Context: an optimization exercise on an open-source flow, tuned for small area and a short achievable clock period. The choices shown serve that exercise and are no tape-out recipe.
Function was checked by simulation only, so behaviour that the tests miss may differ from the original.
Power figures rest on the tool's default switching activity, not on a simulated workload.

## lane 1
==> flow/design.v <==
module szservo_core (
    input  wire           clk,
    input  wire           rst,           
    input  wire           start,         
    input  wire           init,          
    input  wire           busy,          
    input  wire [767:0]   data,          
    output wire           ready,
    output wire           initialized,
    output wire           sclk,
    output wire           cs_n,
    output wire           sdo
);
    localparam integer C  = 32;
    localparam integer W  = 24;
    localparam integer L  = C * W;
    localparam integer RL = 16;          
    localparam integer NR = L / RL;      
    reg s_idle, s_setup, s_hold, s_delay, s_blo, s_bhi;
    reg csn_r;
    reg nld;                 
    reg [1:0] div_cnt;
    reg [4:0] bit_cnt;
    reg       init_latched;
    reg       initialized_r;
    reg       nrdy;          
    reg       ninit;         
    reg       sdo_r;
    reg       sh;            
    wire tick         = (div_cnt == 2'd0);
    wire word_zero;
    wire init_pending = (init | init_latched) & ~initialized_r;
    wire req          = start | init_pending;
    wire bit_zero     = (bit_cnt == 5'd0);
    wire div_load = (s_idle & req) | s_setup | s_hold | (s_bhi & busy & ~word_zero);
    wire go_setup = (s_idle & req) | s_hold | (s_bhi & busy & ~word_zero);
    wire go_hold  = s_setup & ~bit_zero;
    wire go_delay = s_setup & bit_zero;
    wire go_blo   = s_delay | (s_blo & busy);
    wire go_bhi   = (s_blo & ~busy) | (s_bhi & ~busy);
    wire go_idle  = (s_idle & ~req) | (s_bhi & busy & word_zero);
    wire n_idle   = tick ? go_idle  : s_idle;
    wire n_setup  = tick ? go_setup : s_setup;
    wire n_hold   = tick ? go_hold  : s_hold;
    wire n_delay  = tick ? go_delay : s_delay;
    wire n_initl  = init_latched | init;
    wire n_inited = initialized_r | (tick & s_bhi & busy & word_zero & init_pending);
    wire n_sh     = (div_cnt == 2'd1) & (s_hold | s_delay);
    reg  [L-1:0] rg;
    wire [L-1:0] rot;
    wire [NR-1:0] tap;
    genvar gr, gi;
    generate
        for (gr = 0; gr < NR; gr = gr + 1) begin : g_ring
            for (gi = 0; gi < RL; gi = gi + 1) begin : g_bit
                assign rot[gr*RL + gi] = rg[gr*RL + ((gi + RL - 1) % RL)];
            end
            assign tap[gr] = rg[gr*RL + RL - 1];
        end
    endgenerate
    always @(posedge clk) begin
        rg <= ~((data | {L{nld}}) & (rot | {L{s_idle}}));
    end
    reg  [9:0]    f;         
    reg           fnone;     
    reg  [3:0]    fq;        
    reg           nb1, v1;   
    reg           nb2, v2;   
    assign word_zero = fnone;
    wire fv   = ~fnone & (tap[f[9:4]] ^ f[0]);
    wire hit  = fnone | (fq == 4'd0);
    wire a_v  = sh ? v2 : v1;
    wire a_d  = sh ? nb2 : nb1;
    wire b_v  = sh ? 1'b0 : v2;
    wire take = hit & ~(a_v & b_v);
    always @(posedge clk) begin
        if (s_idle) begin
            nb1   <= init_pending ? data[W-2] : data[L-2];
            nb2   <= init_pending ? data[W-3] : data[L-3];
            v1    <= 1'b1;
            v2    <= 1'b1;
            f     <= init_pending ? W - 4 : L - 4;
            fq    <= init_pending ? 4'd5 : 4'd13;    
            fnone <= 1'b0;
        end else begin
            nb1 <= (take & ~a_v) ? fv : a_d;
            v1  <= a_v | take;
            if (take & a_v)
                nb2 <= fv;
            v2  <= b_v | (take & a_v);
            if (!take)
                fq <= fq + 1'b1;
            if (take) begin
                f <= f - 1'b1;
                if (f == 10'd0)
                    fnone <= 1'b1;
            end
        end
    end
    always @(posedge clk) begin
        if (rst) begin
            s_idle        <= 1'b1;
            s_setup       <= 1'b0;
            s_hold        <= 1'b0;
            s_delay       <= 1'b0;
            s_blo         <= 1'b0;
            s_bhi         <= 1'b0;
            csn_r         <= 1'b1;
            nld           <= 1'b0;
            div_cnt       <= 2'd0;
            init_latched  <= 1'b0;
            initialized_r <= 1'b0;
            nrdy          <= 1'b0;
            ninit         <= 1'b1;
            sdo_r         <= 1'b0;
            sh            <= 1'b0;
        end else begin
            if (!tick)
                div_cnt <= div_cnt - 1'b1;
            else if (div_load)
                div_cnt <= 2'd3;
            init_latched  <= n_initl;
            initialized_r <= n_inited;
            s_idle  <= n_idle;
            nld     <= ~n_idle;
            s_setup <= n_setup;
            s_hold  <= n_hold;
            s_delay <= n_delay;
            csn_r   <= ~(n_setup | n_hold | n_delay);
            nrdy    <= ~n_idle | (n_initl & ~n_inited);
            ninit   <= ~n_inited;
            sh      <= n_sh;
            if (tick) begin
                s_blo <= go_blo;
                s_bhi <= go_bhi;
            end
            if (s_idle) begin
                if (tick)
                    sdo_r <= init_pending ? data[W-1] : (start & data[L-1]);
            end else if (sh)
                sdo_r <= nb1;
        end
    end
    always @(posedge clk) begin
        if (tick) begin
            if (s_idle | (s_bhi & busy))
                bit_cnt <= W - 1;
            else if (s_hold)
                bit_cnt <= bit_cnt - 1'b1;
        end
    end
    assign sclk        = s_setup;
    assign cs_n        = csn_r;
    assign sdo         = sdo_r;
    assign ready       = ~(start | nrdy | (init & ninit));
    assign initialized = initialized_r;
endmodule
export LEC_CHECK = 0
export CAP_MARGIN = 20
export CORE_MARGIN = 2
export CORE_UTILIZATION = 40
export CTS_BUF_LIST = sky130_fd_sc_hd__clkbuf_16
export CTS_CLUSTER_DIAMETER = 100
export CTS_CLUSTER_SIZE = 32
export SETUP_SLACK_MARGIN = 2.65
export SLEW_MARGIN = 20
create_clock -name core_clock -period 5.0 [get_ports {clk}]
standard.sh (not shown) runs the stock make flow with config.mk's settings and CLKGATE_MAP_FILE= SYNTH_SCRIPT=/design/flow/synth_recipe.tcl, a recipe that flattens the netlist after the stock synthesis.
==> flow/flow/run.sh <==
#!/bin/bash
# Layout flow: the standard ORFS flow (standard.sh), with
# - the port buffers made from the smallest buffer cell instead of the
#   resizer's default choice (every input and output port still gets one);
# - clock tree synthesis without dummy balancing loads.
set -euo pipefail
export BUFFER_PORTS_ARGS="-buffer_cell sky130_fd_sc_hd__buf_1"
export CTS_ARGS="-sink_clustering_enable -repair_clock_nets -sink_clustering_size 32 -sink_clustering_max_diameter 100 -buf_list sky130_fd_sc_hd__clkbuf_16 -dont_use_dummy_load"
bash standard.sh > standard_flow.log 2>&1
Lane 1: full flow OK, the timing, DRC and antenna checks passed
Edits applied to the flow inputs when going from lane 1 to lane 2:
diff --git a/flow/flow/run.sh b/flow/flow/run.sh
--- a/flow/flow/run.sh
+++ b/flow/flow/run.sh
@@ -8 +8 @@
-export CTS_ARGS="-sink_clustering_enable -repair_clock_nets -sink_clustering_size 32 -sink_clustering_max_diameter 100 -buf_list sky130_fd_sc_hd__clkbuf_16 -dont_use_dummy_load"
+export CTS_ARGS="-sink_clustering_enable -repair_clock_nets -sink_clustering_size 30 -sink_clustering_max_diameter 100 -buf_list sky130_fd_sc_hd__clkbuf_16 -dont_use_dummy_load"
diff --git a/flow/config.mk b/flow/config.mk
--- a/flow/config.mk
+++ b/flow/config.mk
@@ -13,2 +13,2 @@
-export CTS_CLUSTER_SIZE = 32
-export SETUP_SLACK_MARGIN = 2.65
+export CTS_CLUSTER_SIZE = 30
+export SETUP_SLACK_MARGIN = 2.8
Results
Signed area change from the synthesized netlist to the final layout was lower in lane 1 than in lane 2. Lane 2 vs lane 1 on global-route wire length before repair: lane 2 is the lower one. Taking lane 1 as the reference point, the ratio of cells with drive above 1 in the final layout of lane 2 rises by 0.26 points. Summary of lane 2 over lane 1: net switching fraction of the power shows no meaningful change, half-perimeter wire length after placement decreased by 840 um relative to the old numbers, final design area excluding fillers saw little to no change, mean post-synth cell area shows no meaningful change, global-route usage fell 0.19 points. Lane 1 -> lane 2: depth of the critical timing path with buffers and inverters included delta 0, exact match.
--- input diff lane 2..lane 3 ---
diff --git a/flow/flow/run.sh b/flow/flow/run.sh
--- a/flow/flow/run.sh
+++ b/flow/flow/run.sh
@@ -8 +8 @@
-export CTS_ARGS="-sink_clustering_enable -repair_clock_nets -sink_clustering_size 30 -sink_clustering_max_diameter 100 -buf_list sky130_fd_sc_hd__clkbuf_16 -dont_use_dummy_load"
+export CTS_ARGS="-sink_clustering_enable -repair_clock_nets -sink_clustering_size 30 -sink_clustering_max_diameter 100 -buf_list sky130_fd_sc_hd__clkbuf_16 -dont_use_dummy_load -tree_buf sky130_fd_sc_hd__clkbuf_8"
diff --git a/flow/config.mk b/flow/config.mk
--- a/flow/config.mk
+++ b/flow/config.mk
@@ -14 +14 @@
-export SETUP_SLACK_MARGIN = 2.8
+export SETUP_SLACK_MARGIN = 2.65
Results
Changes observed in lane 3 relative to lane 2: transition at the pin with the smallest max-transition slack up 0.077 ns; power in the clock group up about 2%; worst max-slew margin expressed relative to the limit fell by 5.1 points; sequential group share of total power has remained practically unchanged. | number of global-route vias before repair | lower: lane 3 |. Of the two candidates, lane 2 has the better worst hold slack after final layout and lane 3 the worse one. Lane 3 against lane 2: highest attainable clock frequency neither gained nor lost much; design area stayed essentially flat; power drawn by the combinational cells now smaller; global placement routability congestion grew by about 0.9%.
Setup changes, lane 3 to lane 4
diff --git a/flow/flow/run.sh b/flow/flow/run.sh
--- a/flow/flow/run.sh
+++ b/flow/flow/run.sh
@@ -8 +8 @@
-export CTS_ARGS="-sink_clustering_enable -repair_clock_nets -sink_clustering_size 30 -sink_clustering_max_diameter 100 -buf_list sky130_fd_sc_hd__clkbuf_16 -dont_use_dummy_load -tree_buf sky130_fd_sc_hd__clkbuf_8"
+export CTS_ARGS="-sink_clustering_enable -repair_clock_nets -sink_clustering_size 30 -sink_clustering_max_diameter 100 -buf_list sky130_fd_sc_hd__clkbuf_16 -dont_use_dummy_load"
diff --git a/flow/config.mk b/flow/config.mk
--- a/flow/config.mk
+++ b/flow/config.mk
@@ -13,0 +14 @@
+export PLACE_DENSITY = 0.7
- Total leakage power across lane 4 and lane 3: no real change.
- Lane 4: total internal power 48 uW above lane 3
- met3 wirelength from detailed routing went up slightly going from lane 3 to lane 4.

---

== fjord ==
RTL: the design.v shown in full above, as it stands there.
Settings: LEC_CHECK=0, CAP_MARGIN=20, CORE_MARGIN=2, CORE_UTILIZATION=40, CTS_BUF_LIST=sky130_fd_sc_hd__clkbuf_16, CTS_CLUSTER_DIAMETER=100, CTS_CLUSTER_SIZE=30, SETUP_SLACK_MARGIN=3.0, SLEW_MARGIN=20; clock period 5.0 ns.
==> flow/flow/run.sh <==
#!/bin/bash
# Layout flow: the standard ORFS flow (standard.sh), with the port
# buffers made from the smallest buffer cell instead of the resizer's
# default choice. Every input and output port still gets its buffer.
set -euo pipefail
export BUFFER_PORTS_ARGS="-buffer_cell sky130_fd_sc_hd__buf_1"
bash standard.sh > standard_flow.log 2>&1
Relative to fjord, the following input files were edited for raven:
- changing CTS_CLUSTER_DIAMETER from 100 to 50
- changing CTS_BUF_LIST from sky130_fd_sc_hd__clkbuf_16 to sky130_fd_sc_hd__clkbuf_8
- changing CTS_CLUSTER_SIZE from 30 to 16
Results
NOTE: number of global-route vias before repair in raven exceeds that of fjord
Summary of the comparison: internal power component is higher in raven, relative to fjord.
Clock share of power ends up lower on fjord.
Setup changes, raven to tundra
- CTS_CLUSTER_DIAMETER now 100, was 50
- SETUP_SLACK_MARGIN now 2.65, was 3.0
- CTS_CLUSTER_SIZE now 30, was 16
- CTS_BUF_LIST now sky130_fd_sc_hd__clkbuf_16, was sky130_fd_sc_hd__clkbuf_8
==> flow/flow/run.sh <==
#!/bin/bash
# Layout flow: the standard ORFS flow (standard.sh), with
# - the port buffers made from the smallest buffer cell instead of the
#   resizer's default choice (every input and output port still gets one);
# - clock tree synthesis without dummy balancing loads.
set -euo pipefail
export BUFFER_PORTS_ARGS="-buffer_cell sky130_fd_sc_hd__buf_1"
export CTS_ARGS="-sink_clustering_enable -repair_clock_nets -sink_clustering_size 30 -sink_clustering_max_diameter 100 -buf_list sky130_fd_sc_hd__clkbuf_16 -dont_use_dummy_load"
bash standard.sh > standard_flow.log 2>&1
## What came out
tundra: PASS, flow complete, no timing, DRC or antenna violations. In tundra, the sequential power came out about 0.4% above the value in raven. raven → tundra: clock-pin slew of the registers on the worst-case setup and hold paths saw little to no change, die area essentially unchanged, via count dropped 344. Compared with raven, in tundra part of the total power dissipated in combinational logic went up; flip-flop and latch count did not really move.
### tundra -> onyx
==> flow/flow/run.sh <==
#!/bin/bash
# Layout flow: the standard ORFS flow (standard.sh), with the port
# buffers made from the smallest buffer cell instead of the resizer's
# default choice. Every input and output port still gets its buffer.
set -euo pipefail
export BUFFER_PORTS_ARGS="-buffer_cell sky130_fd_sc_hd__buf_1"
bash standard.sh > standard_flow.log 2>&1
--- outcome ---
- Compared tundra against onyx; number of filler cells placed in the layout within noise.
- Delta (onyx minus tundra): total power higher, final max-slew violation count flat, setup TNS was more or less identical.
- Relative to tundra, cell area has gone up in onyx.
- Diff tundra -> onyx: multi-input logic portion of the cell area barely changed; share of power burned in combinational logic dropped 0.4 points; highest achievable clock rate barely changed; fraction of power consumed by sequential logic dropped 1.0 points.
The following lists how harbor was set up differently from onyx:
- changing SETUP_SLACK_MARGIN from 2.65 to 3.0
==> flow/flow/run.sh <==
#!/bin/bash
# Layout flow: the standard ORFS flow (standard.sh), with
# - the port buffers made from the smallest buffer cell instead of the
#   resizer's default choice (every input and output port still gets one);
# - clock tree synthesis without dummy balancing loads.
set -euo pipefail
export BUFFER_PORTS_ARGS="-buffer_cell sky130_fd_sc_hd__buf_1"
export CTS_ARGS="-sink_clustering_enable -repair_clock_nets -sink_clustering_size 30 -sink_clustering_max_diameter 100 -buf_list sky130_fd_sc_hd__clkbuf_16 -dont_use_dummy_load"
bash standard.sh > standard_flow.log 2>&1
- For remaining antenna violation count, harbor and onyx come out practically identical.
- From onyx to harbor the numbers moved as follows: fraction of met2 tracks used by global routing rose by 0.69 points, final standard cell utilization of the core stayed essentially flat.
- Switching power share of the total: harbor vs onyx down 0.50 points
- In the tables for onyx and harbor, clock buffer count in the final layout reads higher with onyx.
- Final cycle utilization of the critical path ended up 0.43 points higher on harbor than on onyx.
- Power share of the clock group ends up lower on harbor.
- [harbor vs onyx] largest net degree at the start of global routing: lower in harbor
- According to the power report, total power for harbor is lower than for onyx.
- The final reports for harbor and onyx show internal cell power lower in the former.
- Hold slack ends up higher on onyx.
Relative to harbor, the following input files were edited for indigo:
- putting GPL_TIMING_DRIVEN at 0 where nothing was set
==> flow/flow/run.sh <==
#!/bin/bash
# Layout flow: the standard ORFS flow (standard.sh), with the port
# buffers made from the smallest buffer cell instead of the resizer's
# default choice. Every input and output port still gets its buffer.
set -euo pipefail
export BUFFER_PORTS_ARGS="-buffer_cell sky130_fd_sc_hd__buf_1"
bash standard.sh > standard_flow.log 2>&1
==> comparison <==
indigo against harbor: number of global-route vias before repair rose by 682; sum of internal, switching and leakage power rose by 0.48%.
Total routed wirelength, indigo vs harbor: up by a little under 10%
Sort harbor and indigo by clock period minus final worst setup slack, ascending, and harbor comes first.
Hold slack (higher): indigo
Looking at internal cell power, indigo sits about 0.7% below harbor.
Per the comparison of indigo with harbor, area added between synthesis and finish grew by 1.5 points, final design utilization went up, highest net fanout along the worst path increased 1.

-- port drivers added, routing unchanged --
In the flow no input, the clock included, has a driving cell. The finished layouts below were timed again as built, in two steps. Step 1 sets driving cells, clkbuf_16 on the clock port and buf_2 on the other inputs (assumed; they add their load-dependent delay and slew). Step 2, shift: input delay + t, output delay - t, t = (earliest + latest rising clock arrival at the registers) / 2. This alone moves slack from input paths to output paths. Three values: ideal, step 1, step 2; two values: the first two.
| run | shift t [ns] | setup slack, ns | worst data-port slew with drivers (ns) | pins driven straight from the clock port |
|---|---|---|---|---|
| lane 1 | 0.611 | 2.578 / 2.534 / 2.408 | 0.13 | 1 |
| lane 2 | 0.605 | 2.575 / 2.529 / 2.470 | 0.18 | 1 |
| lane 3 | 0.605 | 2.581 / 2.538 / 2.519 | 0.11 | 1 |
| lane 4 | 0.606 | 2.581 / 2.538 / 2.511 | 0.14 | 1 |
| fjord | 0.623 | 2.563 / 2.508 / 2.508 | 0.12 | 1 |
| raven | 0.712 | 2.542 / 2.507 / 2.507 | 0.12 | 1 |
| tundra | 0.605 | 2.581 / 2.538 / 2.519 | 0.11 | 1 |
| onyx | 0.623 | 2.581 / 2.538 / 2.515 | 0.12 | 1 |
| harbor | 0.609 | 2.560 / 2.508 / 2.508 | 0.12 | 1 |
| indigo | 0.684 | 2.555 / 2.511 / 2.511 | 0.13 | 1 |
After both steps setup and hold are still met in every run listed. The setup slack of lane 1, which loses most, moves by -0.044 ns with the drivers and by -0.170 ns with both steps.
